This is an optimization exercise on Yosys and OpenROAD, whose aim is small area, not a production implementation. The RTL of this run was laid out without a check of its function. No activity file was given, so power comes from the tool's default toggle rates.

$ cat flow/run.sh
#!/bin/bash
# synth_recipe.tcl (not shown) runs the flow's synth.tcl, then flattens the netlist and writes it again
# the make line also repeats each setting of config.mk as NAME=value (left out here)
make -C /OpenROAD-flow-scripts/flow DESIGN_CONFIG=/design/flow/config.mk WORK_HOME=/design/flow/orfs CLKGATE_MAP_FILE= SYNTH_SCRIPT=/design/flow/synth_recipe.tcl finish
$ cat flow/design.v
module pipe_core (
    input  wire        clk,
    input  wire        rst,
    output wire [31:0] imem_addr,
    input  wire [31:0] imem_rdata,
    output wire [4:0]  rf_raddr1,
    output wire [4:0]  rf_raddr2,
    input  wire [31:0] rf_rdata1,
    input  wire [31:0] rf_rdata2,
    output wire        rf_we,
    output wire [4:0]  rf_waddr,
    output wire [31:0] rf_wdata,
    output wire [31:0] dmem_addr,
    output wire        dmem_re,
    output wire        dmem_we,
    output wire [31:0] dmem_wdata,
    input  wire [31:0] dmem_rdata,
    output wire [31:0] pc,
    output wire [31:0] ifid_instr,
    output wire [31:0] idex_instr,
    output wire [31:0] exmem_instr,
    output wire [31:0] memwb_instr
);
    localparam [5:0] OP_RTYPE = 6'h00;
    localparam [5:0] OP_J     = 6'h02;
    localparam [5:0] OP_BEQ   = 6'h04;
    localparam [5:0] OP_LW    = 6'h23;
    localparam [5:0] OP_SW    = 6'h2B;
    localparam [3:0] ALU_AND     = 4'h0;
    localparam [3:0] ALU_OR      = 4'h1;
    localparam [3:0] ALU_ADD     = 4'h2;
    localparam [3:0] ALU_SUB     = 4'h6;
    localparam [3:0] ALU_SLT     = 4'h7;
    localparam [3:0] ALU_NOR     = 4'hC;
    localparam [3:0] ALU_INVALID = 4'hF;
    reg [31:0] pc_q;
    reg [31:0] ifid_instr_q;
    reg [31:0] idex_next_pc;
    reg        idex_regWrite;
    reg        idex_memRead;
    reg        idex_memWrite;
    reg        idex_memToReg;
    reg [3:0]  idex_aluCtl;
    reg        idex_aluSrc;
    reg        idex_regDest;
    reg        idex_isBranch;
    reg        idex_isJump;
    reg [4:0]  idex_rsIdx;
    reg [4:0]  idex_rtIdx;
    reg [4:0]  idex_rdIdx;
    reg [31:0] idex_rsVal;
    reg [31:0] idex_rtVal;
    reg [31:0] idex_imm;
    reg [31:0] idex_instr_q;
    reg        exmem_regWrite;
    reg        exmem_memRead;
    reg        exmem_memWrite;
    reg        exmem_memToReg;
    reg [31:0] exmem_aluResult;
    reg [31:0] exmem_writeData;
    reg [4:0]  exmem_registerNum;
    reg [31:0] exmem_instr_q;
    reg        memwb_regWrite;
    reg [4:0]  memwb_registerNum;
    reg [31:0] memwb_regWrData;
    reg [31:0] memwb_instr_q;
    assign imem_addr = idex_next_pc;
    wire [31:0] if_instr = imem_rdata;
    wire [31:0] id_instr  = ifid_instr_q;
    wire [5:0]  id_opcode = id_instr[31:26];
    wire [4:0]  id_rs     = id_instr[25:21];
    wire [4:0]  id_rt     = id_instr[20:16];
    wire [4:0]  id_rd     = id_instr[15:11];
    wire [5:0]  id_funct  = id_instr[5:0];
    wire [31:0] id_imm    = {{16{id_instr[15]}}, id_instr[15:0]};
    wire [25:0] id_target = id_instr[25:0];
    reg [3:0] id_aluCtl;
    always @(*) begin
        case (id_opcode)
            OP_LW, OP_SW: id_aluCtl = ALU_ADD;
            OP_BEQ:       id_aluCtl = ALU_SUB;
            OP_RTYPE: begin
                case (id_funct)
                    6'h20:   id_aluCtl = ALU_ADD;
                    6'h22:   id_aluCtl = ALU_SUB;
                    6'h24:   id_aluCtl = ALU_AND;
                    6'h25:   id_aluCtl = ALU_OR;
                    6'h2A:   id_aluCtl = ALU_SLT;
                    default: id_aluCtl = ALU_INVALID;
                endcase
            end
            default:      id_aluCtl = ALU_INVALID;
        endcase
    end
    reg id_aluSrc, id_regDest, id_isBranch, id_isJump;
    reg id_memRead, id_memWrite, id_memToReg, id_regWrite;
    always @(*) begin
        id_aluSrc   = 1'b0;
        id_regDest  = 1'b0;
        id_isBranch = 1'b0;
        id_isJump   = 1'b0;
        id_memRead  = 1'b0;
        id_memWrite = 1'b0;
        id_memToReg = 1'b0;
        id_regWrite = 1'b0;
        case (id_opcode)
            OP_RTYPE: begin
                id_regDest  = 1'b1;
                id_regWrite = 1'b1;
            end
            OP_LW: begin
                id_aluSrc   = 1'b1;
                id_memRead  = 1'b1;
                id_memToReg = 1'b1;
                id_regWrite = 1'b1;
            end
            OP_SW: begin
                id_aluSrc   = 1'b1;
                id_memWrite = 1'b1;
            end
            OP_BEQ: id_isBranch = 1'b1;
            OP_J:   id_isJump   = 1'b1;
            default: ;
        endcase
    end
    assign rf_raddr1 = id_rs;
    assign rf_raddr2 = id_rt;
    wire [31:0] id_rsVal = rf_rdata1;
    wire [31:0] id_rtVal = rf_rdata2;
    wire [31:0] id_eqA = (exmem_regWrite && exmem_registerNum == id_rs && id_rs != 5'd0)
                         ? exmem_aluResult : id_rsVal;
    wire [31:0] id_eqB = (exmem_regWrite && exmem_registerNum == id_rt && id_rt != 5'd0)
                         ? exmem_aluResult : id_rtVal;
    wire        id_equal = (id_eqA == id_eqB);
    wire [31:0] id_pc         = idex_next_pc;
    wire [31:0] id_pcPlus4    = id_pc + 32'd4;
    wire [31:0] id_branchAddr = id_pcPlus4 + (id_imm << 2);
    wire [31:0] id_jumpAddr   = (id_pcPlus4 & 32'hF0000000) | ({6'd0, id_target} << 2);
    wire [31:0] id_np         = (id_isBranch && id_equal) ? id_branchAddr : id_pcPlus4;
    wire [31:0] id_next_pc    = id_isJump ? id_jumpAddr : id_np;
    wire [31:0] ex_opA =
        (exmem_regWrite && exmem_registerNum == idex_rsIdx && idex_rsIdx != 5'd0) ? exmem_aluResult :
        (memwb_regWrite && memwb_registerNum == idex_rsIdx && idex_rsIdx != 5'd0) ? memwb_regWrData :
        idex_rsVal;
    wire [31:0] ex_fwdB =
        (exmem_regWrite && exmem_registerNum == idex_rtIdx && idex_rtIdx != 5'd0) ? exmem_aluResult :
        (memwb_regWrite && memwb_registerNum == idex_rtIdx && idex_rtIdx != 5'd0) ? memwb_regWrData :
        idex_rtVal;
    wire [31:0] ex_opB = idex_aluSrc ? idex_imm : ex_fwdB;
    reg [31:0] ex_aluResult;
    always @(*) begin
        case (idex_aluCtl)
            ALU_AND: ex_aluResult = ex_opA & ex_opB;
            ALU_OR:  ex_aluResult = ex_opA | ex_opB;
            ALU_ADD: ex_aluResult = ex_opA + ex_opB;
            ALU_SUB: ex_aluResult = ex_opA - ex_opB;
            ALU_SLT: ex_aluResult = (ex_opA < ex_opB) ? 32'd1 : 32'd0;
            ALU_NOR: ex_aluResult = ~(ex_opA | ex_opB);
            default: ex_aluResult = 32'd0;
        endcase
    end
    wire [4:0] ex_dest = idex_regDest ? idex_rdIdx : idex_rtIdx;
    assign dmem_addr  = exmem_aluResult;
    assign dmem_re    = exmem_memRead;
    assign dmem_we    = exmem_memWrite;
    assign dmem_wdata = exmem_writeData;
    wire [31:0] mem_wbValue = exmem_memToReg ? dmem_rdata : exmem_aluResult;
    assign rf_we    = memwb_regWrite;
    assign rf_waddr = memwb_registerNum;
    assign rf_wdata = memwb_regWrData;
    assign pc          = pc_q;
    assign ifid_instr  = ifid_instr_q;
    assign idex_instr  = idex_instr_q;
    assign exmem_instr = exmem_instr_q;
    assign memwb_instr = memwb_instr_q;
    always @(posedge clk) begin
        if (rst) begin
            pc_q              <= 32'd0;
            ifid_instr_q      <= 32'd0;
            idex_next_pc      <= 32'd0;
            idex_regWrite     <= 1'b0;
            idex_memRead      <= 1'b0;
            idex_memWrite     <= 1'b0;
            idex_memToReg     <= 1'b0;
            idex_aluCtl       <= 4'd0;
            idex_aluSrc       <= 1'b0;
            idex_regDest      <= 1'b0;
            idex_isBranch     <= 1'b0;
            idex_isJump       <= 1'b0;
            idex_rsIdx        <= 5'd0;
            idex_rtIdx        <= 5'd0;
            idex_rdIdx        <= 5'd0;
            idex_rsVal        <= 32'd0;
            idex_rtVal        <= 32'd0;
            idex_imm          <= 32'd0;
            idex_instr_q      <= 32'd0;
            exmem_regWrite    <= 1'b0;
            exmem_memRead     <= 1'b0;
            exmem_memWrite    <= 1'b0;
            exmem_memToReg    <= 1'b0;
            exmem_aluResult   <= 32'd0;
            exmem_writeData   <= 32'd0;
            exmem_registerNum <= 5'd0;
            exmem_instr_q     <= 32'd0;
            memwb_regWrite    <= 1'b0;
            memwb_registerNum <= 5'd0;
            memwb_regWrData   <= 32'd0;
            memwb_instr_q     <= 32'd0;
        end else begin
            pc_q              <= id_next_pc;
            ifid_instr_q      <= if_instr;
            idex_next_pc      <= id_next_pc;
            idex_regWrite     <= id_regWrite;
            idex_memRead      <= id_memRead;
            idex_memWrite     <= id_memWrite;
            idex_memToReg     <= id_memToReg;
            idex_aluCtl       <= id_aluCtl;
            idex_aluSrc       <= id_aluSrc;
            idex_regDest      <= id_regDest;
            idex_isBranch     <= id_isBranch;
            idex_isJump       <= id_isJump;
            idex_rsIdx        <= id_rs;
            idex_rtIdx        <= id_rt;
            idex_rdIdx        <= id_rd;
            idex_rsVal        <= id_rsVal;
            idex_rtVal        <= id_rtVal;
            idex_imm          <= id_imm;
            idex_instr_q      <= id_instr;
            exmem_regWrite    <= idex_regWrite;
            exmem_memRead     <= idex_memRead;
            exmem_memWrite    <= idex_memWrite;
            exmem_memToReg    <= idex_memToReg;
            exmem_aluResult   <= ex_aluResult;
            exmem_writeData   <= ex_fwdB;
            exmem_registerNum <= ex_dest;
            exmem_instr_q     <= idex_instr_q;
            memwb_regWrite    <= exmem_regWrite;
            memwb_registerNum <= exmem_registerNum;
            memwb_regWrData   <= mem_wbValue;
            memwb_instr_q     <= exmem_instr_q;
        end
    end
endmodule
$ cat flow/constraint.sdc
create_clock -name core_clock -period 5.5 [get_ports {clk}]
set_input_delay 1.1000 -clock core_clock [delete_from_list [all_inputs] [get_ports {clk}]]
set_output_delay 1.1000 -clock core_clock [all_outputs]
set_load 0.01 [all_outputs]
$ cat flow/config.mk
export PLATFORM = sky130hd
export DESIGN_NAME = pipe_core
export DESIGN_NICKNAME = pipe_core
export VERILOG_FILES = /design/flow/design.v
export SDC_FILE = /design/flow/constraint.sdc
export NUM_CORES = 4
export LEC_CHECK = 0
export CAP_MARGIN = 20
export CORE_MARGIN = 2
export CORE_UTILIZATION = 40
export SLEW_MARGIN = 20
==> impl_metrics.tcl <==
set metrics [dict create \
    critPathLaunchType "flop" \
    final.setup_skew_ns 0.01641 \
    dr.pass1.iters 6 \
    tightest_slew_ns 1.050 \
    viasPerCell 5.614 \
    synthTopCellsByArea "dfxtp_1 (34%), ha_1 (7.2%), nor2b_1 (6.8%)" \
    die-area_um2 52630 \
    grt_pass1_wl_mm 123.8 \
    period_share_pct 94.93 \
    cp_max_fo 7 \
    final_max_slew_viol_count 0 \
    regArea_um2 6829 \
    ant_nets 0 \
    synth_top_family_by_area "simple AND/OR/NAND/NOR gates" \
    synth_seq_area_share_pct 33.59 \
    first_global_vias 18990 \
    port_buffers 431 \
    synthCells 2418 \
    tns_ns 0 \
    cts_tree "yes" \
    synth_edf_count 0 \
    min_path_type "flop to flop" \
    synth.avg_cell_area_um2 8.406 \
    cts.sinks 341 \
    yosys.area.top_type_share_pct 33.59 \
    diodes 0 \
    track_usage_pct 31.16 \
    drt_iter0_drc 2202 \
    yosys_warnings 1 \
    dp.final_hpwl_mm 65.61 \
    worstPathRequired_ns 5.95 \
    fmax_mhz 191.5 \
    drive_gt1_share_pct 7.847 \
    ys_types 86 \
    overflow 0 \
    postCtsHoldBufs 0 \
    gp_congestion 0.9611 \
    p_per_area_nw_per_um2 255.9 \
    routed_wl_mm 84.90 \
    fp.dieH_um 229.4 \
    clk_pin_slew_ns 0.06 \
    place_ws_ns -0.05629 \
    route.detailed.wl_per_inst_um 24.16 \
    arrival_ns 5.68 \
    syn-cell-area_um2 20330 \
    fin_crit_ns 5.221 \
    drc 0 \
    final_util_pct 53.45 \
    wl_met1_mm 37.78 \
    fp.dieW_um 229.4 \
    synth-compound-area-share_pct 20.18 \
    synth-adder-area-share_pct 7.498 \
    multi_input_area_um2 12380 \
    status "no timing/DRC/antenna violations" \
    vias 19730 \
    synthFlopType "dfxtp_1" \
    synth_seq_cells 341 \
    synthMuxAreaShare_pct 5.823 \
    synth.largest_area_cell "dfxtp_1" \
    irDropWorstVdd_mv 0.2141 \
    highest_layer "met5" \
    fp-row-count 82 \
    synthTopCellsByCount "dfxtp_1 (341), nor2_1 (234), nor2b_1 (221)" \
    cts.path.max_buffers 3 \
    cts_made_buffers 41 \
    fin_ws_ns 0.2788 \
    coreArea_um2 50170 \
    slew_headroom_pct 29.73 \
    insertion_delay_ns 0.59 \
    cap_violations 0 \
    wl_met3_mm 7.867 \
    rsz0062_at_grt "false" \
    cts_root_buf "clkbuf_16" \
    setup_viol 0 \
    synth_xor_area_share_pct 6.291 \
    antenna_found_initial 6 \
    io_pins 436 \
    start_util_pct 40.51 \
    synth_simple_gate_area_share_pct 20.47 \
    cts.htree.levels 2 \
    num-fill-cells 4698 \
    final-hold-violation-count 0 \
    nNetsFinal 3064 \
    syn_to_final_growth_pct 31.93 \
    critPathKind "flop to flop" \
    wl_met2_mm 36.87 \
    async_reset_ff_share_pct 0 \
    grt_max_degree 165 \
    yosysMostFrequentCell "dfxtp_1" \
    power_leakage_nw 10.65 \
    end_kind "flop" \
]
[worst max-delay path: stages, from the launching register on]
cell and delay, ns:
dfxtp_1 0.37, or4_4 0.59, nand2b_4 0.19, nand3_2 0.15
buf_4 0.14, mux2i_1 0.08, nor2_1 0.10, a21oi_1 0.06
o21ai_0 0.55, inv_1 0.15, ha_1 0.23, o22ai_1 0.28
nor3b_1 0.12, a211oi_1 0.31, o22ai_1 0.12, a211o_1 0.28
o31a_1 0.14, a41o_1 0.27, o21a_1 0.21, a211oi_2 0.28
nor2_1 0.08, nor4b_1 0.31, nor3_1 0.07
[layout by cell type, fill, tap and decap left out, types with 90 or more instances in the layout]
cell	count
clkdlybuf4s50_1	430
dfxtp_1	339
nor2_1	231
nor2b_1	221
a21oi_1	155
nand2_1	143
ha_1	117
mux2i_1	107
inv_1	103
o21ai_0	92
buf_4	90
[state kept, by name, summed over array words and instances (netlist names), 4 cells and up]
name	count
idex_imm	11
memwb_instr_q	32
idex_rtIdx	4
idex_aluCtl	4
exmem_instr_q	32
exmem_registerNum	5
idex_rdIdx	4
memwb_registerNum	5
idex_instr_q	9
idex_rsVal	32
idex_rsIdx	4
memwb_regWrData	32
ifid_instr_q	32
idex_rtVal	32
exmem_writeData	32
exmem_aluResult	32
idex_next_pc	30
[where the power goes]
group	switching (W)	leakage [nW]	total (W)	internal [W]
Clock	0.00115	0.663	0.00281	0.00166
Sequential	0.000145	2.79	0.00271	0.00257
Combinational	0.000730	7.20	0.00134	0.000613
Total	0.00202	10.7	0.00686	0.00484
[what timing repair did]
item / CTS / global route
pin swaps: 0 / 3
resized for setup: 2 / 20
setup buffers: 0 / 1
setup endpoints to repair: 5 / 12
gates cloned: 0 / 0
[path summary, 6_finish.rpt]
path | end | start | depth (start not counted) | slack (ns)
worst min-delay path | exmem_memToReg | idex_memToReg | 1 | 0.44
worst max register to register | exmem_aluResult[29] | idex_rtIdx[1] | 22 | 0.28
worst max-delay path | exmem_aluResult[29] | idex_rtIdx[1] | 22 | 0.28
worst min register to register | exmem_memToReg | idex_memToReg | 1 | 0.44
[area by class of cell]
type                    instances  share of cell area, %
multi-input cells            1805                  46.16
flip-flops and latches        341                  25.47
repair buffers                522                  18.70
clock buffers                  55                  4.288
well taps                     672                  3.135
inverters                     103                  1.442
clock inverters                16                 0.8072
[metal layers]
metal | GRT usage, % | vias up
li1 | - | 9237
met2 | 47.11 | 908
met5 | 0 | -
met3 | 7.582 | 131
met1 | 43.66 | 9449
met4 | 9.213 | 2
[cell families (layout without fill, tap and decap cells)]
logic type,after synthesis,count (layout)
simple gates,814,814
compound gates,604,604
flops,341,341
buf+inv,275,696
xor+xnor,146,146
fa+ha+maj,120,120
mux,117,117
other cells,1,4
[through the flow]
| step | total power, W | area, um^2 | hold slack (ns) | cells |
|---|---|---|---|---|
| floorplan | 0.003454 | 20340 | 0.4138 | 2421 |
| global placement | 0.004056 | 25370 | 0.4174 | 3442 |
| detailed placement | 0.004062 | 25370 | 0.4256 | 3442 |
| CTS | 0.006873 | 26730 | 0.4394 | 3513 |
| global route | 0.007123 | 26820 | 0.4535 | 3514 |
| finish | 0.006863 | 26820 | 0.4369 | 3514 |

[what the ideal ports hide]
The results above use ideal ports. As a check the final layout listed here was re-extracted and re-timed, cells and wires unchanged.
Step 1 assumes that a clkbuf_16 drives the clock port and a buf_2 every other input.
Step 2 adds t to the input delays and takes it off the output delays; t is the mean of the earliest and latest rising clock arrival at the registers after step 1. Input paths then give back, and output paths get back, about the clock's delay inside the block.
Slacks: ideal ports / drivers / drivers and shift; pairs: ideal ports / drivers.
t (ns): 0.635
slack for setup (ns): 0.279 / 0.279 / 0.279
latest minus earliest clock arrival (ns): 0.018 / 0.019
worst register clock-pin slew, ns: 0.07 / 0.07
After both steps this run still meets setup and hold. For this run, drivers alone change the setup slack by 0.000 ns; drivers and shift together by 0.000 ns.
